This design comes from an exercise in tuning for small area, a short achievable clock period and few clock cycles on the open sky130 flow, not from production work. Function was not checked in any run shown here: the RTL went through the layout flow alone. Power is estimated from default activity; no workload was simulated.

## design/flow/config.mk

```make
export PLATFORM = sky130hd
export DESIGN_NAME = crpe
export DESIGN_NICKNAME = crpe
export VERILOG_FILES = /design/flow/design.v
export SDC_FILE = /design/flow/constraint.sdc
export NUM_CORES = 4
export LEC_CHECK = 0
export CAP_MARGIN = 20
export CELL_PAD_IN_SITES_DETAIL_PLACEMENT = 4
export CELL_PAD_IN_SITES_GLOBAL_PLACEMENT = 4
export CORE_MARGIN = 2
export CORE_UTILIZATION = 20
export GPL_ROUTABILITY_DRIVEN = 1
export PLACE_DENSITY = 0.35
export SLEW_MARGIN = 20
```

## design/flow/constraint.sdc

```tcl
create_clock -name core_clock -period 12.0 [get_ports {clk}]
set_input_delay 2.4000 -clock core_clock [delete_from_list [all_inputs] [get_ports {clk}]]
set_output_delay 2.4000 -clock core_clock [all_outputs]
set_load 0.01 [all_outputs]
```

## design/flow/design.v

```verilog
module crpe (
    input  wire         clk,
    input  wire         rst_n,
    input  wire         wr_en,
    input  wire [1:0]   wr_sel,
    input  wire [4:0]   wr_addr,
    input  wire [7:0]   wr_data,
    input  wire         cmd_valid,
    input  wire [3:0]   cmd_op,
    input  wire         cfg_ns3,
    input  wire [1:0]   cfg_porder,
    input  wire [7:0]   cfg_rounds,
    input  wire [5:0]   cfg_len,
    input  wire [4:0]   cfg_klen,
    input  wire [4:0]   cfg_slen,
    input  wire [4:0]   cfg_s2len,
    output reg          busy,
    output reg          done,
    output reg          err,
    output reg  [2:0]   ecode,
    output reg  [3:0]   kpos,
    output reg  [3:0]   spos,
    output reg  [3:0]   s2pos,
    output reg          swdir,
    output reg          cdir,
    output wire [255:0] data_out
);
    localparam OP_NOP     = 4'd0;
    localparam OP_ENC     = 4'd1;
    localparam OP_DEC     = 4'd2;
    localparam OP_PBYTEF  = 4'd3;
    localparam OP_PBYTEB  = 4'd4;
    localparam OP_PBITF   = 4'd5;
    localparam OP_PBITB   = 4'd6;
    localparam OP_RECBYTE = 4'd7;
    localparam OP_RECBIT  = 4'd8;
    localparam ST_IDLE  = 3'd0;
    localparam ST_DEC   = 3'd1;    
    localparam ST_PREP  = 3'd2;    
    localparam ST_START = 3'd3;    
    localparam ST_RUN   = 3'd4;    
    localparam ST_DRAIN = 3'd5;    
    reg [255:0] data_r;
    reg [7:0]   key_r   [0:15];
    reg [7:0]   salt_r  [0:15];
    reg [7:0]   salt2_r [0:15];
    assign data_out = data_r;
    reg [2:0]   st;
    reg [3:0]   op_r;
    reg         ns3_r;
    reg [1:0]   porder_r;
    reg [7:0]   rounds_r;     
    reg [5:0]   len_r;
    reg [4:0]   klen_r;
    reg [4:0]   slen_r;
    reg [4:0]   s2len_r;
    wire multi_r  = (op_r == OP_ENC) || (op_r == OP_DEC);
    wire back_r   = (op_r == OP_DEC)   || (op_r == OP_PBYTEB) ||
                    (op_r == OP_PBITB) || (op_r == OP_RECBYTE) ||
                    (op_r == OP_RECBIT);
    wire rec_r    = (op_r == OP_RECBYTE) || (op_r == OP_RECBIT);
    wire onebit_r = (op_r == OP_PBITF) || (op_r == OP_PBITB) ||
                    (op_r == OP_RECBIT);
    wire e_ill    = (op_r > OP_RECBIT);
    wire e_key    = (klen_r == 5'd0) || (slen_r == 5'd0) ||
                    (ns3_r && s2len_r == 5'd0);
    wire e_neg    = multi_r && rounds_r[7];
    wire e_por    = multi_r && (porder_r == 2'd3);
    wire e_len    = (len_r > 6'd32) || (klen_r > 5'd16) ||
                    (slen_r > 5'd16) || (ns3_r && s2len_r > 5'd16);
    reg [2:0] dec_ecode;
    always @(*) begin
        if (e_ill)      dec_ecode = 3'd1;
        else if (e_key) dec_ecode = 3'd2;
        else if (e_neg) dec_ecode = 3'd3;
        else if (e_por) dec_ecode = 3'd4;
        else if (e_len) dec_ecode = 3'd5;
        else            dec_ecode = 3'd0;
    end
    reg [1:0]   pidx;
    reg [7:0]   ai;           
    reg         pfirst;       
    reg [2:0]   pc;           
    reg [3:0]   kst_byte, sst_byte, s2st_byte;
    reg [3:0]   kst_bit,  sst_bit,  s2st_bit;
    reg [3:0]   rk, rs, rs2;
    wire [1:0] npass_m1 = (porder_r == 2'd2) ? 2'd2 : 2'd1;
    function seq_layer(input [1:0] porder, input [1:0] p);
        seq_layer = (porder == 2'd1) ? (p == 2'd0) : (p == 2'd1);
    endfunction
    wire       cur_bit   = multi_r ? seq_layer(porder_r, pidx) : onebit_r;
    wire [4:0] lm1       = len_r[4:0] - 5'd1;           
    wire [7:0] nm1       = cur_bit ? {lm1, 3'b111} : {3'b000, lm1};
    wire       last_el   = back_r ? (ai == 8'd0) : (ai == nm1);
    wire       last_pass = back_r ? (pidx == 2'd0) : (pidx == npass_m1);
    wire       cmd_last  = last_el && (!multi_r || (last_pass && rounds_r == 8'd0));
    wire [1:0] nx_pidx   = !last_pass ? (back_r ? pidx - 2'd1 : pidx + 2'd1)
                                      : (back_r ? npass_m1 : 2'd0);
    wire [3:0] kpos_nx  = back_r ? ((kpos == 4'd0) ? klen_r[3:0] - 4'd1 : kpos - 4'd1)
                                 : ((kpos == klen_r[3:0] - 4'd1) ? 4'd0 : kpos + 4'd1);
    wire [3:0] spos_nx  = back_r ? ((spos == 4'd0) ? slen_r[3:0] - 4'd1 : spos - 4'd1)
                                 : ((spos == slen_r[3:0] - 4'd1) ? 4'd0 : spos + 4'd1);
    wire [3:0] s2pos_nx = back_r ? ((s2pos == 4'd0) ? s2len_r[3:0] - 4'd1 : s2pos - 4'd1)
                                 : ((s2pos == s2len_r[3:0] - 4'd1) ? 4'd0 : s2pos + 4'd1);
    function [3:0] cstep(input [3:0] r, input b, input [4:0] len);
        reg [4:0] x;
        begin
            x = {r, b};
            cstep = (x >= len) ? (x - len) : x[3:0];
        end
    endfunction
    wire [7:0] nm1_bit = {lm1, 3'b111};
    wire       pb      = nm1_bit[~pc];
    wire [3:0] rk_n  = cstep(rk,  pb, klen_r);
    wire [3:0] rs_n  = cstep(rs,  pb, slen_r);
    wire [3:0] rs2_n = cstep(rs2, pb, s2len_r);
    wire       pi_bit = (st == ST_RUN) ? seq_layer(porder_r, nx_pidx) : cur_bit;
    wire [3:0] pi_k   = !back_r ? 4'd0 : (pi_bit ? kst_bit  : kst_byte);
    wire [3:0] pi_s   = !back_r ? 4'd0 : (pi_bit ? sst_bit  : sst_byte);
    wire [3:0] pi_s2  = !back_r ? 4'd0 : (pi_bit ? s2st_bit : s2st_byte);
    wire [7:0] pi_i   = !back_r ? 8'd0 : (pi_bit ? {lm1, 3'b111} : {3'b000, lm1});
    wire       pi_sw  = back_r && (pi_bit || ~len_r[0]);
    always @(posedge clk) begin
        if (!busy) begin
            op_r     <= cmd_op;
            ns3_r    <= cfg_ns3;
            porder_r <= cfg_porder;
            rounds_r <= cfg_rounds;
            len_r    <= cfg_len;
            klen_r   <= cfg_klen;
            slen_r   <= cfg_slen;
            s2len_r  <= cfg_s2len;
        end else if (st == ST_RUN && last_el && last_pass) begin
            rounds_r <= rounds_r - 8'd1;
        end
    end
    wire       pipe_busy;
    wire       dv;
    reg        wq_en;
    reg [1:0]  wq_sel;
    reg [3:0]  wq_addr;
    reg [7:0]  wq_data;
    always @(posedge clk) begin
        wq_en   <= rst_n && !busy && wr_en && (wr_sel != 2'd0) && !wr_addr[4];
        wq_sel  <= wr_sel;
        wq_addr <= wr_addr[3:0];
        wq_data <= wr_data;
        if (wq_en && wq_sel == 2'd1) key_r[wq_addr]   <= wq_data;
        if (wq_en && wq_sel == 2'd2) salt_r[wq_addr]  <= wq_data;
        if (wq_en && wq_sel == 2'd3) salt2_r[wq_addr] <= wq_data;
    end
    always @(posedge clk) begin
        if (!rst_n) begin
            st     <= ST_IDLE;
            busy   <= 1'b0;
            done   <= 1'b0;
            err    <= 1'b0;
            ecode  <= 3'd0;
            kpos   <= 4'd0;
            spos   <= 4'd0;
            s2pos  <= 4'd0;
            swdir  <= 1'b0;
            cdir   <= 1'b0;
        end else begin
            done <= 1'b0;
            case (st)
            ST_IDLE: begin
                if (cmd_valid) begin
                    busy <= 1'b1;
                    st   <= ST_DEC;
                end
            end
            ST_DEC: begin
                pidx <= (op_r == OP_DEC) ? npass_m1 : 2'd0;
                pc   <= 3'd0;
                rk   <= 4'd0;
                rs   <= 4'd0;
                rs2  <= 4'd0;
                if (op_r == OP_NOP) begin
                    busy <= 1'b0;
                    done <= 1'b1;
                    st   <= ST_IDLE;
                end else if (dec_ecode != 3'd0) begin
                    busy  <= 1'b0;
                    done  <= 1'b1;
                    err   <= 1'b1;
                    ecode <= dec_ecode;
                    st    <= ST_IDLE;
                end else begin
                    err   <= 1'b0;
                    ecode <= 3'd0;
                    cdir  <= back_r;
                    if (len_r == 6'd0) begin
                        busy <= 1'b0;
                        done <= 1'b1;
                        st   <= ST_IDLE;
                        if (!back_r) begin
                            kpos  <= 4'd0;
                            spos  <= 4'd0;
                            if (ns3_r) s2pos <= 4'd0;
                            swdir <= 1'b0;
                        end else begin
                            kpos  <= klen_r[3:0] - 4'd1;
                            spos  <= slen_r[3:0] - 4'd1;
                            if (ns3_r) s2pos <= s2len_r[3:0] - 4'd1;
                            swdir <= 1'b1;
                        end
                    end else if (back_r) begin
                        st <= ST_PREP;
                    end else begin
                        st     <= ST_RUN;
                        kpos   <= 4'd0;
                        spos   <= 4'd0;
                        if (ns3_r) s2pos <= 4'd0;
                        ai     <= 8'd0;
                        swdir  <= 1'b0;
                        pfirst <= 1'b1;
                    end
                end
            end
            ST_PREP: begin
                pc  <= pc + 3'd1;
                rk  <= rk_n;
                rs  <= rs_n;
                rs2 <= rs2_n;
                if (pc == 3'd4) begin
                    kst_byte  <= rk_n;
                    sst_byte  <= rs_n;
                    s2st_byte <= rs2_n;
                end
                if (pc == 3'd7) begin
                    kst_bit  <= rk_n;
                    sst_bit  <= rs_n;
                    s2st_bit <= rs2_n;
                    st <= ST_START;
                end
            end
            ST_START: begin
                kpos  <= pi_k;
                spos  <= pi_s;
                if (ns3_r) s2pos <= pi_s2;
                swdir <= pi_sw;
                ai    <= pi_i;
                pfirst <= 1'b1;
                if (rec_r) begin
                    busy  <= 1'b0;
                    done  <= 1'b1;
                    st    <= ST_IDLE;
                end else begin
                    st    <= ST_RUN;
                end
            end
            ST_RUN: begin
                pfirst <= 1'b0;
                if (cmd_last) begin
                    kpos  <= kpos_nx;
                    spos  <= spos_nx;
                    if (ns3_r) s2pos <= s2pos_nx;
                    swdir <= ~swdir;
                    st    <= ST_DRAIN;
                end else if (last_el) begin
                    pidx   <= nx_pidx;
                    kpos   <= pi_k;
                    spos   <= pi_s;
                    if (ns3_r) s2pos <= pi_s2;
                    ai     <= pi_i;
                    swdir  <= pi_sw;
                    pfirst <= 1'b1;
                end else begin
                    kpos  <= kpos_nx;
                    spos  <= spos_nx;
                    if (ns3_r) s2pos <= s2pos_nx;
                    swdir <= ~swdir;
                    ai    <= back_r ? ai - 8'd1 : ai + 8'd1;
                end
            end
            ST_DRAIN: begin
                if (dv && !pipe_busy) begin
                    busy <= 1'b0;
                    done <= 1'b1;
                    st   <= ST_IDLE;
                end
            end
            default: st <= ST_IDLE;
            endcase
        end
    end
    function [4:0] hstep(input [4:0] r, input b, input [5:0] len);
        reg [5:0] x;
        begin
            x = {r, b};
            hstep = (x >= len) ? (x - len) : x[4:0];
        end
    endfunction
    function [4:0] h4step(input [4:0] r, input [1:0] b, input [5:0] len, input [6:0] len3);
        reg [6:0] x;
        reg [7:0] d1, d2, d3;
        begin
            x  = {r, b};
            d1 = {1'b0, x} - {2'b00, len};
            d2 = {1'b0, x} - {1'b0, len, 1'b0};
            d3 = {1'b0, x} - {1'b0, len3};
            if (!d3[7])      h4step = d3[4:0];
            else if (!d2[7]) h4step = d2[4:0];
            else if (!d1[7]) h4step = d1[4:0];
            else             h4step = x[4:0];
        end
    endfunction
    reg [6:0] len3_r;
    always @(posedge clk)
        if (st == ST_DEC) len3_r <= {1'b0, len_r} + {len_r, 1'b0};
    reg        v1, bit1, first1;
    reg [7:0]  kb1, sb1, s2b1;
    always @(posedge clk) begin
        if (!rst_n) v1 <= 1'b0;
        else        v1 <= (st == ST_RUN);
        bit1   <= cur_bit;
        first1 <= pfirst;
        kb1    <= key_r[kpos];
        sb1    <= salt_r[spos];
        s2b1   <= ns3_r ? salt2_r[s2pos] : 8'd1;
    end
    reg        v2, bit2, first2;
    reg [7:0]  s2b2;
    reg [15:0] p2;
    always @(posedge clk) begin
        if (!rst_n) v2 <= 1'b0;
        else        v2 <= v1;
        bit2   <= bit1;
        first2 <= first1;
        s2b2   <= s2b1;
        p2     <= kb1 * sb1;
    end
    reg        v3, bit3, first3;
    reg [19:0] pl3, ph3;
    always @(posedge clk) begin
        if (!rst_n) v3 <= 1'b0;
        else        v3 <= v2;
        bit3   <= bit2;
        first3 <= first2;
        pl3    <= p2 * s2b2[3:0];
        ph3    <= p2 * s2b2[7:4];
    end
    wire [23:0] off_c = {4'd0, pl3} + {ph3, 4'd0};
    reg        v4, bit4, first4;
    reg [4:0]  r4;
    reg [22:0] x4;
    reg [7:0] hr4_c;
    always @(*) begin
        hr4_c = 8'd0;
        hr4_c = {3'd0, hstep(hr4_c[4:0], off_c[23], len_r)};
    end
    always @(posedge clk) begin
        if (!rst_n) v4 <= 1'b0;
        else        v4 <= v3;
        bit4   <= bit3;
        first4 <= first3;
        r4     <= hr4_c[4:0];
        x4     <= off_c[22:0];
    end
    reg        v5, bit5, first5;
    reg [4:0]  r5;
    reg [18:0] x5;
    reg [7:0] hr5_c;
    always @(*) begin
        hr5_c = {3'd0, r4};
        hr5_c = {3'd0, h4step(hr5_c[4:0], x4[22:21], len_r, len3_r)};
        hr5_c = {3'd0, h4step(hr5_c[4:0], x4[20:19], len_r, len3_r)};
    end
    always @(posedge clk) begin
        if (!rst_n) v5 <= 1'b0;
        else        v5 <= v4;
        bit5   <= bit4;
        first5 <= first4;
        r5     <= hr5_c[4:0];
        x5     <= x4[18:0];
    end
    reg        v6, bit6, first6;
    reg [4:0]  r6;
    reg [14:0] x6;
    reg [7:0] hr6_c;
    always @(*) begin
        hr6_c = {3'd0, r5};
        hr6_c = {3'd0, h4step(hr6_c[4:0], x5[18:17], len_r, len3_r)};
        hr6_c = {3'd0, h4step(hr6_c[4:0], x5[16:15], len_r, len3_r)};
    end
    always @(posedge clk) begin
        if (!rst_n) v6 <= 1'b0;
        else        v6 <= v5;
        bit6   <= bit5;
        first6 <= first5;
        r6     <= hr6_c[4:0];
        x6     <= x5[14:0];
    end
    reg        v7, bit7, first7;
    reg [4:0]  r7;
    reg [10:0] x7;
    reg [7:0] hr7_c;
    always @(*) begin
        hr7_c = {3'd0, r6};
        hr7_c = {3'd0, h4step(hr7_c[4:0], x6[14:13], len_r, len3_r)};
        hr7_c = {3'd0, h4step(hr7_c[4:0], x6[12:11], len_r, len3_r)};
    end
    always @(posedge clk) begin
        if (!rst_n) v7 <= 1'b0;
        else        v7 <= v6;
        bit7   <= bit6;
        first7 <= first6;
        r7     <= hr7_c[4:0];
        x7     <= x6[10:0];
    end
    reg        v8, bit8, first8;
    reg [4:0]  r8;
    reg [6:0] x8;
    reg [7:0] hr8_c;
    always @(*) begin
        hr8_c = {3'd0, r7};
        hr8_c = {3'd0, h4step(hr8_c[4:0], x7[10:9], len_r, len3_r)};
        hr8_c = {3'd0, h4step(hr8_c[4:0], x7[8:7], len_r, len3_r)};
    end
    always @(posedge clk) begin
        if (!rst_n) v8 <= 1'b0;
        else        v8 <= v7;
        bit8   <= bit7;
        first8 <= first7;
        r8     <= hr8_c[4:0];
        x8     <= x7[6:0];
    end
    reg        v9, bit9, first9;
    reg [4:0]  r9;
    reg [2:0] x9;
    reg [7:0] hr9_c;
    always @(*) begin
        hr9_c = {3'd0, r8};
        hr9_c = {3'd0, h4step(hr9_c[4:0], x8[6:5], len_r, len3_r)};
        hr9_c = {3'd0, h4step(hr9_c[4:0], x8[4:3], len_r, len3_r)};
    end
    always @(posedge clk) begin
        if (!rst_n) v9 <= 1'b0;
        else        v9 <= v8;
        bit9   <= bit8;
        first9 <= first8;
        r9     <= hr9_c[4:0];
        x9     <= x8[2:0];
    end
    reg        v10, bit10, first10;
    reg [7:0]  r10;
    reg [7:0] hr10_c;
    always @(*) begin
        hr10_c = {3'd0, r9};
        hr10_c = bit9 ? {hr10_c[5:0], x9[2:1]} : {3'd0, h4step(hr10_c[4:0], x9[2:1], len_r, len3_r)};
        hr10_c = bit9 ? {hr10_c[6:0], x9[0]} : {3'd0, hstep(hr10_c[4:0], x9[0], len_r)};
    end
    always @(posedge clk) begin
        if (!rst_n) v10 <= 1'b0;
        else        v10 <= v9;
        bit10   <= bit9;
        first10 <= first9;
        r10     <= hr10_c[7:0];
    end
    reg [7:0] ic;
    wire [7:0] ic_start = !back_r ? 8'd0 : (bit9 ? {lm1, 3'b111} : {3'b000, lm1});
    always @(posedge clk) begin
        if (v9)
            ic <= first9 ? ic_start : (back_r ? ic - 8'd1 : ic + 8'd1);
    end
    wire [7:0] m_c   = r10;
    wire [8:0] n_c   = bit10 ? {len_r, 3'b000} : {3'b000, len_r};
    wire [8:0] up_s  = {1'b0, ic} + {1'b0, m_c};
    wire [8:0] up_t  = (up_s >= n_c) ? up_s - n_c : up_s;
    wire [8:0] dn_t  = (ic >= m_c) ? {1'b0, ic} - {1'b0, m_c}
                                   : {1'b0, ic} + n_c - {1'b0, m_c};
    wire [7:0] t_c   = ic[0] ? up_t[7:0] : dn_t[7:0];
    wire       eq_c  = (m_c == 8'd0);
    reg         dv_r, dbit, deq;
    reg [7:0]   di_r, dt_r;      
    assign dv = dv_r;
    always @(posedge clk) begin
        if (!rst_n) dv_r <= 1'b0;
        else        dv_r <= v10;
        dbit  <= bit10;
        deq   <= eq_c;
        di_r  <= bit10 ? ic  : {ic[4:0], 3'b000};
        dt_r  <= bit10 ? t_c : {t_c[4:0], 3'b000};
    end
    assign pipe_busy = v1 || v2 || v3 || v4 || v5 || v6 || v7 || v8 || v9 || v10 || v10 || (st == ST_RUN);
    wire [7:0] bi_byte = data_r[{di_r[7:3], 3'b000} +: 8];
    wire [7:0] bt_byte = data_r[{dt_r[7:3], 3'b000} +: 8];
    wire       xi = bi_byte[di_r[2:0]];
    wire       xt = bt_byte[dt_r[2:0]];
    wire       vt_bit = !back_r ? ~xi : (deq ? ~xt : xi);
    wire       vi_bit =  back_r ? ~xt : (deq ? ~xi : xt);
    wire [7:0] vt = dbit ? {8{vt_bit}} : bi_byte;
    wire [7:0] vi = dbit ? {8{vi_bit}} : bt_byte;
    wire host_data = !busy && wr_en && (wr_sel == 2'd0);
    genvar gq, gb;
    generate
        for (gq = 0; gq < 32; gq = gq + 1) begin : g_byte
            wire hsel = host_data && (wr_addr == gq);
            wire tq   = dv_r && (dt_r[7:3] == gq);
            wire iq   = dv_r && (di_r[7:3] == gq);
            for (gb = 0; gb < 8; gb = gb + 1) begin : g_bit
                wire ts = tq && (!dbit || dt_r[2:0] == gb);
                wire is = iq && (!dbit || di_r[2:0] == gb);
                always @(posedge clk) begin
                    if (hsel)
                        data_r[gq*8+gb] <= wr_data[gb];
                    else if (ts)
                        data_r[gq*8+gb] <= vt[gb];
                    else if (is)
                        data_r[gq*8+gb] <= vi[gb];
                end
            end
        end
    endgenerate
endmodule
```

## design/flow/run.sh

```bash
#!/bin/bash
# synth_recipe.tcl (not shown) runs the flow's synth.tcl, then flattens the netlist and writes it again
# the make line also repeats each setting of config.mk as NAME=value (left out here)
make -C /OpenROAD-flow-scripts/flow DESIGN_CONFIG=/design/flow/config.mk WORK_HOME=/design/flow/orfs CLKGATE_MAP_FILE= SYNTH_SCRIPT=/design/flow/synth_recipe.tcl finish
```

==> results of run 1 <==
## worst max-delay path, delay by kind of cell (launching register included)
kind	cells	cell delay [ns]
AO/OA/AOI/OAI	7	2.63
buffers and inverters	4	1.92
AND/OR/NAND/NOR	3	1.20
flip-flops	1	0.32
## stage by stage
step	power [mW]	instance area, µm²
after floorplan	10.90	66980
after global placement	14.04	75680
after detailed placement	14.36	75740
after CTS	19.27	80780
after global routing	20.18	80820
final	18.90	80860
## registers in the layout (all words and copies together), names as in the netlist, 11 cells and up
register	flops
ph3	20
salt_r	128
data_r	256
salt2_r	128
x5	19
p2	16
pl3	20
x7	11
x6	15
key_r	128
x4	23
## synthesized netlist by cell type, types with 57 or more instances
| master | instances |
|---|---|
| a21oi_1 | 384 |
| mux2i_1 | 208 |
| o211ai_1 | 270 |
| xor2_1 | 61 |
| a21o_1 | 99 |
| a32oi_1 | 169 |
| nand3_1 | 69 |
| xnor2_1 | 156 |
| dfxtp_1 | 290 |
| nor3_1 | 120 |
| mux4_2 | 202 |
| fa_1 | 142 |
| o31ai_1 | 172 |
| mux2_2 | 59 |
| clkbuf_1 | 338 |
| and2_1 | 160 |
| o21ai_0 | 220 |
| edfxtp_1 | 741 |
| nor2b_1 | 95 |
| nand2b_1 | 57 |
| nand2_1 | 667 |
| inv_1 | 343 |
| ha_1 | 401 |
| nor2_1 | 313 |
## worst max-delay path by stage
stage | slack [ns] | cells after the start | end
floorplan | 5.61 | 19 | r7[3]
global placement | 5.54 | 13 | data_r[176]
detailed placement | 5.41 | 13 | data_r[234]
CTS | 5.42 | 13 | data_r[168]
global route | 5.01 | 13 | data_r[168]
finish | 5.36 | 14 | data_r[168]
## cell families (layout without fill, tap and decap cells)
logic type,count (synthesis),after routing
other,0,18
buffers and inverters,778,1130
muxes,469,469
and+or+nand+nor,1628,1628
AOI/OAI and AO/OA,1659,1659
xor gates and xnor gates,217,217
adders and majority gates,544,544
DFF,1031,1031
## cell type report
cell class,instances,area [µm²]
antenna,18,45.04
timing repair buffer,504,4599
clock inverter,66,639.4
sequential,1031,28100
inverter,345,1295
clock buffer,215,4403
multi-input combinational,4517,36290
fill,34360,252600
tap,4387,5489
## metal layers
metal,vias to the layer above,wire length (µm),track usage
met1,30450,186400,0.3146
met4,2,10410,0.05765
met3,387,13280,0.02398
met2,1122,189500,0.3883
li1,24130,-,-
met5,-,12,0
## where the power goes
part           switching [mW]  internal (mW)
Clock                    1.97           2.73
Combinational            5.65           3.62
Sequential              0.457           4.48
Total                    8.08           10.8
==> impl_metrics.py, run 1 <==
metrics = {
    "clocking": {
        "holdBufCountCts": 0,
        "clock_path_buffers": 4,
        "cts_htree_levels": 4,
        "clkSlewWorstSetupHoldPaths_ns": 0.06,
        "cts_made_buffers": 156,
        "post_cts_buffers": 0,
        "cts_repair_resize_count": 0,
        "root_buffer": "clkbuf_16",
        "clock_sinks": 1031,
        "cts_tree": "yes",
        "insertion_delay_ns": 0.92,
    },
    "synth": {
        "synthTopCellsByArea": "edfxtp_1, dfxtp_1, ha_1, mux4_2, fa_1",
        "post_synth_num_cell_types": 84,
        "synthArstFlopShare": 0,
        "synthesis.nets": 6924,
        "yosys_warnings": 1,
        "synth_top_area_frac": 0.3322,
        "syn-instance-count": 6326,
        "synth_top_family_by_area": "compound AO/OA/AOI/OAI gates",
        "synthXorXnorAreaFrac": 0.02837,
        "yosysTopAreaCell": "edfxtp_1",
        "ys.flop_type": "edfxtp_1",
        "synth-simple-area-share": 0.1132,
        "syn-cell-area_mm2": 0.06698,
        "syn_avg_cell_area_um2": 10.59,
        "ys_ff_latch": 1031,
        "synth-edff-count": 741,
        "ys_seq_area_frac": 0.4189,
        "synth_mux_area_frac": 0.1089,
        "synth_compound_area_frac": 0.1679,
        "synthAdderAreaFrac": 0.1175,
    },
    "sta": {
        "setup_tns_ns": 0,
        "relSlewSlack": 0.1932,
        "fin_crit_sh": 0.5535,
        "finalSetupViolations": 0,
        "slew_violations": 0,
        "hold_viol_final": 0,
        "fmax_mhz": 150.6,
        "worstMarginPinSlew_ns": 1.176,
        "fin_ws_ns": 5.358,
        "rsz0062_at_grt": "false",
        "clock_skew_ns": 0.1207,
        "holdWs_ns": 0.3204,
        "fin_crit_ns": 6.642,
    },
    "setup_path": {
        "r2r-end": "data_r[168]",
        "required_ns": 12.54,
        "slowest_delay_ns": 0.73,
        "critPathKind": "reg2reg",
        "cp-start-kind": "register",
        "r2r.worst_path.cells": 14,
        "cp_slowest_cell": "a221oi_1",
        "cp.arrival_ns": 7.18,
        "crit_fanout": 92,
        "crit_path_start": "dt_r[6]",
        "cp_cell_sequence": "buf_4 -> buf_4 -> and2_1 -> a22o_1 -> nor3_1 -> a221oi_1 -> a31oi_1 -> o2111a_1 -> o31ai_2 -> nand2_8 -> buf_4 -> buf_4 -> a32oi_1 -> o31ai_1",
        "r2r-start": "dt_r[6]",
        "crit_path_end_kind": "register",
        "crit_path_frequent_cell": "buf_4",
        "ff2ff_setup_slack_ns": 5.36,
    },
    "cells_and_area": {
        "mostFrequentLayoutCells": "edfxtp_1, nand2_1, ha_1",
        "drive_above_1_share": 0.1240,
        "nets": 7153,
        "syn2layout_area_growth_pct": 20.72,
        "fin_cells": 11080,
        "postLayoutCoreUtil": 0.2425,
        "final_common_cell": "edfxtp_1",
    },
    "global_route": {
        "grt_pass1_wl_mm": 548.7,
        "grt_overflow": 0,
        "antenna_found_initial": 63,
        "grt_pass1_vias": 63300,
        "grt_use_total": 0.2308,
        "grt_start_max_net_pins": 93,
    },
    "floorplanning": {
        "dieHeight_um": 582.7,
        "core_area_mm2": 0.3334,
        "io_pins": 331,
        "fp.dieW_um": 582.7,
        "dieArea_mm2": 0.3396,
        "num_rows": 212,
        "start_util": 0.2009,
    },
    "power_and_ir_drop": {
        "leakage_nw": 28.88,
        "powerDensity_mw_per_mm2": 233.8,
        "ir_drop_mv": 0.1249,
    },
    "route": {
        "drc": 0,
        "antenna_left": 0,
        "drt-pass1-iter-count": 6,
        "via_per_inst": 5.061,
        "wl_per_cell_um": 36.06,
        "wl_mm": 399.7,
        "vias": 56090,
        "drt_iter0_markers": 3150,
    },
    "place": {
        "portBuffers": 330,
        "dp.cells": 10780,
        "pre_cts_slack_ns": 5.410,
        "hpwl_mm": 298.7,
        "gp_congestion": 0.8227,
    },
    "flow_run": {
        "maxCapViolCount": 0,
    },
    "outcome": {
        "outcome": "timing/DRC/antenna clean",
    },
    "worst_hold_path": {
        "worstHoldStart": "x5[11]",
        "hold_path_end": "x6[11]",
        "whs_path_depth": 0,
        "hp-class": "reg2reg",
    },
}
==> run 2: changes to the inputs <==
==> design/flow/config.mk (replaced) <==
export PLATFORM = sky130hd
export DESIGN_NAME = crpe
export DESIGN_NICKNAME = crpe
export VERILOG_FILES = /design/flow/design.v
export SDC_FILE = /design/flow/constraint.sdc
export NUM_CORES = 4
export LEC_CHECK = 0
export CAP_MARGIN = 20
export CELL_PAD_IN_SITES_DETAIL_PLACEMENT = 0
export CELL_PAD_IN_SITES_GLOBAL_PLACEMENT = 1
export CORE_MARGIN = 2
export CORE_UTILIZATION = 50
export GPL_ROUTABILITY_DRIVEN = 1
export GPL_TIMING_DRIVEN = 1
export PLACE_DENSITY = 0.62
export SLEW_MARGIN = 20
==> run 2 against run 1 <==
- power shrank 12%
- setup slack gained 0.094 ns
- clock-buffer cell count shrank 64
- critical path depth shrank 2
- core utilization grew 33 points
- first-iteration DRC count grew 130%
- routed wire length shrank 37%
- sequential share of layout area grew 2.2 points
- hold slack lost 0.033 ns
- global-route usage grew 13 points
- critical endpoint is now data_r[239]
- largest cell class unchanged
- highest routed layer unchanged
==> impl_metrics.py, run 2 <==
metrics = {
    "cells_and_area": {
        "nFillCells": 11270,
        "mostFrequentLayoutCells": "edfxtp_1, nand2_1, ha_1",
        "nets": 7086,
        "syn2layout_area_growth_pct": 13.39,
        "final_common_cell": "edfxtp_1",
        "drive_above_1_share": 0.1084,
        "largest_register": "data_r",
        "postLayoutCoreUtil": 0.5698,
        "largest_reg_flops": 256,
    },
    "place": {
        "pre_cts_slack_ns": 5.902,
        "hpwl_mm": 178.6,
        "gp_congestion": 1.014,
        "portBuffers": 330,
    },
    "power_and_ir_drop": {
        "leakage_nw": 28.16,
        "ir_drop_mv": 0.1907,
        "total_power_mw": 16.57,
        "powerDensity_mw_per_mm2": 218.1,
    },
    "synth": {
        "synthTopCellsByArea": "edfxtp_1, dfxtp_1, ha_1, mux4_2, fa_1",
        "synth-edff-count": 741,
        "yosysTopAreaCell": "edfxtp_1",
        "post_synth_num_cell_types": 84,
        "syn-instance-count": 6326,
        "ys_ff_latch": 1031,
        "synth_top_area_frac": 0.3322,
        "ys_seq_area_frac": 0.4189,
        "synthTopCellsByCount": "edfxtp_1, nand2_1, ha_1",
        "synthArstFlopShare": 0,
        "syn_avg_cell_area_um2": 10.59,
        "synth_most_common_cell": "edfxtp_1",
        "synthesis.nets": 6924,
        "ys.flop_type": "edfxtp_1",
        "yosys_warnings": 1,
        "syn-cell-area_mm2": 0.06698,
    },
    "clocking": {
        "cts_made_buffers": 113,
        "root_buffer": "clkbuf_16",
        "post_cts_buffers": 0,
        "cts_htree_levels": 3,
        "clock_sinks": 1031,
        "cts_tree": "yes",
        "holdBufCountCts": 0,
        "clock_path_buffers": 3,
        "clkSlewWorstSetupHoldPaths_ns": 0.07,
        "cts_repair_resize_count": 0,
        "insertion_delay_ns": 0.77,
    },
    "route": {
        "wl_per_cell_um": 30.05,
        "wl_mm": 251.2,
        "via_per_inst": 6.586,
        "antenna_left": 0,
        "vias": 55050,
        "drt_iter0_markers": 7253,
        "drt-pass1-iter-count": 9,
        "drc": 0,
    },
    "setup_path": {
        "cp_slowest_cell": "buf_4",
        "crit_path_end_kind": "register",
        "cp-start-kind": "register",
        "crit_fanout": 140,
        "worst-path-buf-inv": 2,
        "cp_cell_sequence": "buf_4 -> mux4_2 -> o22ai_1 -> nor4_1 -> nor3b_1 -> nor4_1 -> a31oi_1 -> o31ai_2 -> nand2_4 -> buf_12 -> a32oi_1 -> o31ai_1",
        "slowest_delay_ns": 0.86,
        "required_ns": 12.44,
        "cp.arrival_ns": 6.99,
        "crit_family": "simple AND/OR/NAND/NOR gates",
        "critPathKind": "reg2reg",
        "crit_path_frequent_cell": "nor4_1",
    },
    "flow_run": {
        "maxCapViolCount": 0,
    },
    "global_route": {
        "antenna_found_initial": 11,
        "grt_pass1_wl_mm": 362.8,
        "grt_use_total": 0.3606,
        "grt_start_max_net_pins": 141,
        "grt_pass1_vias": 51920,
        "grt_overflow": 0,
    },
    "sta": {
        "fin_crit_sh": 0.5456,
        "hold_viol_final": 0,
        "fin_ws_ns": 5.453,
        "finalSetupViolations": 0,
        "relSlewSlack": 0.1672,
        "slew_violations": 0,
        "setup_tns_ns": 0,
        "fin_crit_ns": 6.547,
        "worstMarginPinSlew_ns": 1.245,
        "clock_skew_ns": 0.05644,
        "fmax_mhz": 152.7,
        "rsz0062_at_grt": "false",
    },
    "floorplanning": {
        "dieArea_mm2": 0.1369,
        "core_area_mm2": 0.1333,
        "io_pins": 331,
        "num_rows": 134,
        "start_util": 0.5025,
        "fp.dieW_um": 370.0,
        "dieHeight_um": 370.0,
    },
    "worst_hold_path": {
        "hp-class": "reg2reg",
    },
    "outcome": {
        "outcome": "timing/DRC/antenna clean",
    },
}
run 2: cell counts after synthesis:
Identical to the previous run, type by type.
run 2: path summary, 6_finish.rpt:
kind,start,to,slack [ns],cells past startpoint
worst max-delay path,di_r[4],data_r[239],5.45,12
worst min-delay path,x4[2],x5[2],0.29,0
worst max register to register,di_r[4],data_r[239],5.45,12
worst min register to register,x4[2],x5[2],0.29,0
run 2: routing by layer:
layer,GRT usage,vias to the layer above,part of all wire
li1,-,24010,-
met1,0.5005,26800,0.41
met2,0.5208,3568,0.42
met3,0.1185,651,0.13
met4,0.1415,16,0.044
met5,0,-,0.00046
run 2: cells by family after synthesis:
logic type	Yosys count	synth area share
XOR/XNOR	217	0.02837
adder cells (fa/ha/maj)	544	0.1175
buffers and inverters	778	0.04524
AO/OA/AOI/OAI	1659	0.1679
flip-flops	1031	0.4189
AND/OR/NAND/NOR	1628	0.1132
multiplexers	469	0.1089
run 2: area by class of cell:
cell class / instances / area (µm²) / share of cell area
Multi-Input combinational cell: 4517 / 36140 / 0.4759
Sequential cell: 1031 / 28080 / 0.3697
Timing Repair Buffer: 480 / 4407 / 0.05802
Clock buffer: 151 / 3174 / 0.04179
Tap cell: 1768 / 2212 / 0.02913
Inverter: 345 / 1295 / 0.01705
Clock inverter: 62 / 629.4 / 0.008286
Antenna cell: 5 / 12.51 / 0.0001647
run 2: stage by stage:
stage               instance area (µm²)  cells  hold slack (ns)
floorplan                         66980   6326           0.3096
global placement                  72120   8141           0.3102
detailed placement                72130   8141           0.3121
CTS                               75930   8354           0.2743
global route                      75940   8354           0.2854
finish                            75950   8359           0.2879
run 2: report_power, final:
group / switching, mW / internal, mW
logic: 4.66 / 3.52
clock network: 1.58 / 1.98
registers: 0.362 / 4.47
==> run 3: changes to the inputs <==
--- a/design/flow/design.v
+++ b/design/flow/design.v
@@ -362,3 +362,3 @@
     reg [4:0]  r5;
-    reg [18:0] x5;
+    reg [20:0] x5;
     reg [7:0] hr5_c;
@@ -367,3 +367,2 @@
         hr5_c = {3'd0, h4step(hr5_c[4:0], x4[22:21], len_r, len3_r)};
-        hr5_c = {3'd0, h4step(hr5_c[4:0], x4[20:19], len_r, len3_r)};
     end
@@ -375,3 +374,3 @@
         r5     <= hr5_c[4:0];
-        x5     <= x4[18:0];
+        x5     <= x4[20:0];
     end
@@ -379,3 +378,3 @@
     reg [4:0]  r6;
-    reg [14:0] x6;
+    reg [18:0] x6;
     reg [7:0] hr6_c;
@@ -383,4 +382,3 @@
         hr6_c = {3'd0, r5};
-        hr6_c = {3'd0, h4step(hr6_c[4:0], x5[18:17], len_r, len3_r)};
-        hr6_c = {3'd0, h4step(hr6_c[4:0], x5[16:15], len_r, len3_r)};
+        hr6_c = {3'd0, h4step(hr6_c[4:0], x5[20:19], len_r, len3_r)};
     end
@@ -392,3 +390,3 @@
         r6     <= hr6_c[4:0];
-        x6     <= x5[14:0];
+        x6     <= x5[18:0];
     end
@@ -396,3 +394,3 @@
     reg [4:0]  r7;
-    reg [10:0] x7;
+    reg [16:0] x7;
     reg [7:0] hr7_c;
@@ -400,4 +398,3 @@
         hr7_c = {3'd0, r6};
-        hr7_c = {3'd0, h4step(hr7_c[4:0], x6[14:13], len_r, len3_r)};
-        hr7_c = {3'd0, h4step(hr7_c[4:0], x6[12:11], len_r, len3_r)};
+        hr7_c = {3'd0, h4step(hr7_c[4:0], x6[18:17], len_r, len3_r)};
     end
@@ -409,3 +406,3 @@
         r7     <= hr7_c[4:0];
-        x7     <= x6[10:0];
+        x7     <= x6[16:0];
     end
@@ -413,3 +410,3 @@
     reg [4:0]  r8;
-    reg [6:0] x8;
+    reg [14:0] x8;
     reg [7:0] hr8_c;
@@ -417,4 +414,3 @@
         hr8_c = {3'd0, r7};
-        hr8_c = {3'd0, h4step(hr8_c[4:0], x7[10:9], len_r, len3_r)};
-        hr8_c = {3'd0, h4step(hr8_c[4:0], x7[8:7], len_r, len3_r)};
+        hr8_c = {3'd0, h4step(hr8_c[4:0], x7[16:15], len_r, len3_r)};
     end
@@ -426,3 +422,3 @@
         r8     <= hr8_c[4:0];
-        x8     <= x7[6:0];
+        x8     <= x7[14:0];
     end
@@ -430,3 +426,3 @@
     reg [4:0]  r9;
-    reg [2:0] x9;
+    reg [12:0] x9;
     reg [7:0] hr9_c;
@@ -434,4 +430,3 @@
         hr9_c = {3'd0, r8};
-        hr9_c = {3'd0, h4step(hr9_c[4:0], x8[6:5], len_r, len3_r)};
-        hr9_c = {3'd0, h4step(hr9_c[4:0], x8[4:3], len_r, len3_r)};
+        hr9_c = {3'd0, h4step(hr9_c[4:0], x8[14:13], len_r, len3_r)};
     end
@@ -443,6 +438,7 @@
         r9     <= hr9_c[4:0];
-        x9     <= x8[2:0];
+        x9     <= x8[12:0];
     end
     reg        v10, bit10, first10;
-    reg [7:0]  r10;
+    reg [4:0]  r10;
+    reg [10:0] x10;
     reg [7:0] hr10_c;
@@ -450,4 +446,3 @@
         hr10_c = {3'd0, r9};
-        hr10_c = bit9 ? {hr10_c[5:0], x9[2:1]} : {3'd0, h4step(hr10_c[4:0], x9[2:1], len_r, len3_r)};
-        hr10_c = bit9 ? {hr10_c[6:0], x9[0]} : {3'd0, hstep(hr10_c[4:0], x9[0], len_r)};
+        hr10_c = {3'd0, h4step(hr10_c[4:0], x9[12:11], len_r, len3_r)};
     end
@@ -458,12 +453,92 @@
         first10 <= first9;
-        r10     <= hr10_c[7:0];
+        r10     <= hr10_c[4:0];
+        x10     <= x9[10:0];
+    end
+    reg        v11, bit11, first11;
+    reg [4:0]  r11;
+    reg [8:0] x11;
+    reg [7:0] hr11_c;
+    always @(*) begin
+        hr11_c = {3'd0, r10};
+        hr11_c = {3'd0, h4step(hr11_c[4:0], x10[10:9], len_r, len3_r)};
+    end
+    always @(posedge clk) begin
+        if (!rst_n) v11 <= 1'b0;
+        else        v11 <= v10;
+        bit11   <= bit10;
+        first11 <= first10;
+        r11     <= hr11_c[4:0];
+        x11     <= x10[8:0];
+    end
+    reg        v12, bit12, first12;
+    reg [4:0]  r12;
+    reg [6:0] x12;
+    reg [7:0] hr12_c;
+    always @(*) begin
+        hr12_c = {3'd0, r11};
+        hr12_c = {3'd0, h4step(hr12_c[4:0], x11[8:7], len_r, len3_r)};
+    end
+    always @(posedge clk) begin
+        if (!rst_n) v12 <= 1'b0;
+        else        v12 <= v11;
+        bit12   <= bit11;
+        first12 <= first11;
+        r12     <= hr12_c[4:0];
+        x12     <= x11[6:0];
+    end
+    reg        v13, bit13, first13;
+    reg [4:0]  r13;
+    reg [4:0] x13;
+    reg [7:0] hr13_c;
+    always @(*) begin
+        hr13_c = {3'd0, r12};
+        hr13_c = {3'd0, h4step(hr13_c[4:0], x12[6:5], len_r, len3_r)};
+    end
+    always @(posedge clk) begin
+        if (!rst_n) v13 <= 1'b0;
+        else        v13 <= v12;
+        bit13   <= bit12;
+        first13 <= first12;
+        r13     <= hr13_c[4:0];
+        x13     <= x12[4:0];
+    end
+    reg        v14, bit14, first14;
+    reg [4:0]  r14;
+    reg [2:0] x14;
+    reg [7:0] hr14_c;
+    always @(*) begin
+        hr14_c = {3'd0, r13};
+        hr14_c = {3'd0, h4step(hr14_c[4:0], x13[4:3], len_r, len3_r)};
+    end
+    always @(posedge clk) begin
+        if (!rst_n) v14 <= 1'b0;
+        else        v14 <= v13;
+        bit14   <= bit13;
+        first14 <= first13;
+        r14     <= hr14_c[4:0];
+        x14     <= x13[2:0];
+    end
+    reg        v15, bit15, first15;
+    reg [7:0]  r15;
+    reg [7:0] hr15_c;
+    always @(*) begin
+        hr15_c = {3'd0, r14};
+        hr15_c = bit14 ? {hr15_c[5:0], x14[2:1]} : {3'd0, h4step(hr15_c[4:0], x14[2:1], len_r, len3_r)};
+        hr15_c = bit14 ? {hr15_c[6:0], x14[0]} : {3'd0, hstep(hr15_c[4:0], x14[0], len_r)};
+    end
+    always @(posedge clk) begin
+        if (!rst_n) v15 <= 1'b0;
+        else        v15 <= v14;
+        bit15   <= bit14;
+        first15 <= first14;
+        r15     <= hr15_c[7:0];
     end
     reg [7:0] ic;
-    wire [7:0] ic_start = !back_r ? 8'd0 : (bit9 ? {lm1, 3'b111} : {3'b000, lm1});
+    wire [7:0] ic_start = !back_r ? 8'd0 : (bit14 ? {lm1, 3'b111} : {3'b000, lm1});
     always @(posedge clk) begin
-        if (v9)
-            ic <= first9 ? ic_start : (back_r ? ic - 8'd1 : ic + 8'd1);
+        if (v14)
+            ic <= first14 ? ic_start : (back_r ? ic - 8'd1 : ic + 8'd1);
     end
-    wire [7:0] m_c   = r10;
-    wire [8:0] n_c   = bit10 ? {len_r, 3'b000} : {3'b000, len_r};
+    wire [7:0] m_c   = r15;
+    wire [8:0] n_c   = bit15 ? {len_r, 3'b000} : {3'b000, len_r};
     wire [8:0] up_s  = {1'b0, ic} + {1'b0, m_c};
@@ -479,9 +554,9 @@
         if (!rst_n) dv_r <= 1'b0;
-        else        dv_r <= v10;
-        dbit  <= bit10;
+        else        dv_r <= v15;
+        dbit  <= bit15;
         deq   <= eq_c;
-        di_r  <= bit10 ? ic  : {ic[4:0], 3'b000};
-        dt_r  <= bit10 ? t_c : {t_c[4:0], 3'b000};
+        di_r  <= bit15 ? ic  : {ic[4:0], 3'b000};
+        dt_r  <= bit15 ? t_c : {t_c[4:0], 3'b000};
     end
-    assign pipe_busy = v1 || v2 || v3 || v4 || v5 || v6 || v7 || v8 || v9 || v10 || v10 || (st == ST_RUN);
+    assign pipe_busy = v1 || v2 || v3 || v4 || v5 || v6 || v7 || v8 || v9 || v10 || v11 || v12 || v13 || v14 || v15 || v15 || (st == ST_RUN);
     wire [7:0] bi_byte = data_r[{di_r[7:3], 3'b000} +: 8];
==> design/flow/config.mk (replaced) <==
export PLATFORM = sky130hd
export DESIGN_NAME = crpe
export DESIGN_NICKNAME = crpe
export VERILOG_FILES = /design/flow/design.v
export SDC_FILE = /design/flow/constraint.sdc
export NUM_CORES = 4
export LEC_CHECK = 0
export CAP_MARGIN = 20
export CELL_PAD_IN_SITES_DETAIL_PLACEMENT = 4
export CELL_PAD_IN_SITES_GLOBAL_PLACEMENT = 4
export CORE_MARGIN = 2
export CORE_UTILIZATION = 20
export GPL_ROUTABILITY_DRIVEN = 1
export PLACE_DENSITY = 0.35
export SLEW_MARGIN = 20
==> run 3 against run 2 <==
- power increased by 20%
- first-iteration DRC count down 57%
- sequential power up 16%
- global-route usage decreased by 14 points
- sequential cell count up 105
- clock-buffer cell count rose by 64
- routed wire length up 54%
- die area grew to 2.6 times the previous value
- design area is 9.3% higher
- still clean
- clock power increased by 42%
==> impl_metrics.py, run 3 <==
metrics = {
    "outcome": {
        "outcome": "timing/DRC/antenna clean",
    },
    "power_and_ir_drop": {
        "leakage_nw": 31.52,
        "powerDensity_mw_per_mm2": 239.7,
        "ir_drop_mv": 0.1662,
        "total_power_mw": 19.89,
    },
    "place": {
        "pre_cts_slack_ns": 5.634,
        "portBuffers": 330,
        "hpwl_mm": 279.8,
        "gp_congestion": 0.8229,
        "dp.cells": 11200,
    },
    "clocking": {
        "root_buffer": "clkbuf_16",
        "post_cts_buffers": 0,
        "clock_sinks": 1136,
        "holdBufCountCts": 0,
        "cts_repair_resize_count": 0,
        "cts_made_buffers": 165,
        "cts_htree_levels": 4,
        "cts_tree": "yes",
        "clock_path_buffers": 4,
        "insertion_delay_ns": 0.90,
        "clkSlewWorstSetupHoldPaths_ns": 0.06,
    },
    "route": {
        "drt_iter0_markers": 3123,
        "drt-pass1-iter-count": 5,
        "vias": 56740,
        "wl_mm": 386.8,
        "wl_per_cell_um": 33.59,
        "antenna_left": 0,
        "via_per_inst": 4.926,
        "drc": 0,
    },
    "cells_and_area": {
        "fin_cells": 11520,
        "syn2layout_area_growth_pct": 20.48,
        "final_common_cell": "a21oi_1",
        "largest_reg_flops": 256,
        "nets": 7410,
        "largest_register": "data_r",
        "postLayoutCoreUtil": 0.2420,
        "drive_above_1_share": 0.09745,
        "mostFrequentLayoutCells": "a21oi_1, nor2_1, edfxtp_1",
    },
    "sta": {
        "slew_violations": 0,
        "fin_crit_sh": 0.5337,
        "relSlewSlack": 0.2077,
        "setup_tns_ns": 0,
        "hold_viol_final": 0,
        "fin_crit_ns": 6.404,
        "finalSetupViolations": 0,
        "fmax_mhz": 156.1,
        "clock_skew_ns": 0.07017,
        "rsz0062_at_grt": "false",
        "fin_ws_ns": 5.596,
        "worstMarginPinSlew_ns": 1.186,
    },
    "global_route": {
        "grt_pass1_wl_mm": 535.4,
        "grt_use_total": 0.2174,
        "grt_start_max_net_pins": 114,
        "grt_overflow": 0,
        "antenna_found_initial": 39,
        "grt_pass1_vias": 63930,
    },
    "setup_path": {
        "cp-start-kind": "register",
        "cp.arrival_ns": 6.96,
        "crit_path_end_kind": "register",
        "r2r.worst_path.cells": 12,
        "crit_path_frequent_cell": "a21oi_1",
        "slowest_delay_ns": 0.87,
        "cp_cell_sequence": "buf_4 -> a211oi_1 -> nor4_1 -> or4_1 -> mux2i_1 -> mux4_2 -> a221oi_4 -> buf_12 -> buf_4 -> a21oi_1 -> a21oi_1 -> a21oi_1",
        "required_ns": 12.55,
        "crit_fanout": 113,
        "critPathKind": "reg2reg",
        "r2r-end": "data_r[247]",
        "r2r-start": "di_r[4]",
        "cp_slowest_cell": "buf_4",
        "ff2ff_setup_slack_ns": 5.60,
    },
    "synth": {
        "synth-edff-count": 741,
        "synthTopCellsByArea": "edfxtp_1, dfxtp_1, ha_1, a21oi_1, mux4_2",
        "syn-cell-area_mm2": 0.06888,
        "ys_ff_latch": 1136,
        "synthTopCellsByCount": "a21oi_1, nor2_1, edfxtp_1",
        "synth_top_area_frac": 0.3230,
        "ys.flop_type": "edfxtp_1",
        "ys_seq_area_frac": 0.4378,
        "syn-instance-count": 6634,
        "post_synth_num_cell_types": 74,
        "synthArstFlopShare": 0,
        "syn_avg_cell_area_um2": 10.38,
        "yosysTopAreaCell": "edfxtp_1",
        "synthesis.nets": 7233,
        "yosys_warnings": 1,
        "synth_most_common_cell": "a21oi_1",
    },
    "floorplanning": {
        "io_pins": 331,
        "fp.dieW_um": 590.9,
        "start_util": 0.2008,
        "dieArea_mm2": 0.3491,
        "dieHeight_um": 590.9,
        "num_rows": 215,
        "core_area_mm2": 0.3430,
    },
    "worst_hold_path": {
        "hp-class": "reg2reg",
        "hold_path_end": "s2b2[3]",
        "whs_path_depth": 0,
        "worstHoldStart": "s2b1[3]",
    },
    "flow_run": {
        "maxCapViolCount": 0,
    },
}
==> run 3: kinds of logic (layout without fill, tap and decap cells) <==
kind of cell               after synthesis  in the layout  share of synthesized area
DFF                                   1136           1136                     0.4378
adders and majority gates              545            545                     0.1144
buffers and inverters                  797           1110                    0.04559
muxes                                  467            467                     0.1013
xor gates and xnor gates               228            228                    0.02899
and+or+nand+nor                       1673           1673                     0.1116
other                                    0             13                          0
AOI/OAI and AO/OA                     1788           1788                     0.1603
==> run 3: how the worst max path moves through the flow <==
stage              start          end  slack, ns  cells after the start
6_report         di_r[4]  data_r[247]       5.60                     12
4_1_cts          di_r[4]   data_r[76]       5.71                     13
2_1_floorplan   len_r[1]       r15[1]       6.26                     19
3_5_place_dp   wr_sel[1]  data_r[249]       5.63                      8
5_1_grt         len_r[3]       r15[3]       5.49                     18
3_3_place_gp   wr_sel[1]  data_r[249]       5.06                      7
==> run 3: layout make-up <==
class	instances	area, µm²
timing repair buffer	471	4512
sequential	1136	30200
clock buffer	215	4504
clock inverter	88	872.1
antenna	13	32.53
inverter	336	1265
multi-input combinational	4701	35900
fill	35550	260000
tap	4557	5702
==> run 3: worst max-delay path, delay by kind of cell, from the launching register on <==
family	cells	cell delay [ns]
flops	1	0.82
buf+inv	3	2.17
mux	2	0.70
compound gates	5	0.98
simple gates	2	1.19
==> run 3: layer usage <==
| metal | vias to the layer above | global-route usage | wire length [µm] | share of wire |
|---|---|---|---|---|
| met3 | 460 | 0.02073 | 12010 | 0.031 |
| met4 | 0 | 0.06757 | 13370 | 0.035 |
| met5 | - | 0 | 0 | 0 |
| li1 | 24640 | - | - | - |
| met1 | 30620 | 0.2840 | 173000 | 0.45 |
| met2 | 1018 | 0.3769 | 188500 | 0.49 |
==> run 3: report_power, final <==
| part | switching [mW] | total (mW) | internal [mW] |
|---|---|---|---|
| registers | 0.573 | 5.58 | 5.00 |
| clock network | 2.12 | 5.04 | 2.92 |
| logic | 5.83 | 9.28 | 3.45 |
==> run 3: metrics by stage <==
stage	instance area (µm²)	hold slack, ns
global placement	77330	0.3103
finish	82990	0.2943
floorplan	68880	0.3096
detailed placement	77530	0.3136
global route	82970	0.3042
CTS	82910	0.2876

[what the ideal ports hide]
How much do the figures lean on ideal ports? The routed layouts below were timed once more, with nothing changed but the port constraints. Step 1 (the two cells are an assumption about what drives the block):
set clk [get_ports {clk}]
set_driving_cell -lib_cell sky130_fd_sc_hd__clkbuf_16 $clk
set_driving_cell -lib_cell sky130_fd_sc_hd__buf_2 [delete_from_list [all_inputs] $clk]
Step 2, shift: input delay + t, output delay - t, t = (earliest + latest rising clock arrival at the registers) / 2. This alone moves slack from input paths to output paths. a / b / c = ideal ports / drivers / drivers and shift; a / b = the first two.
| run | t (ns) | slack for setup (ns) | hold WS [ns] | worst setup path after step 2 | worst data-port slew with drivers (ns) |
|---|---|---|---|---|---|
| run 1 | 0.964 | 5.358 / 5.358 / 5.358 | 0.320 / 0.320 / 0.320 | register to register | 0.14 |
| run 2 | 0.820 | 5.453 / 5.453 / 5.453 | 0.288 / 0.288 / 0.288 | register to register | 0.06 |
| run 3 | 0.968 | 5.596 / 5.596 / 5.596 | 0.294 / 0.294 / 0.294 | register to register | 0.21 |
After both steps setup and hold are still met in every run listed.
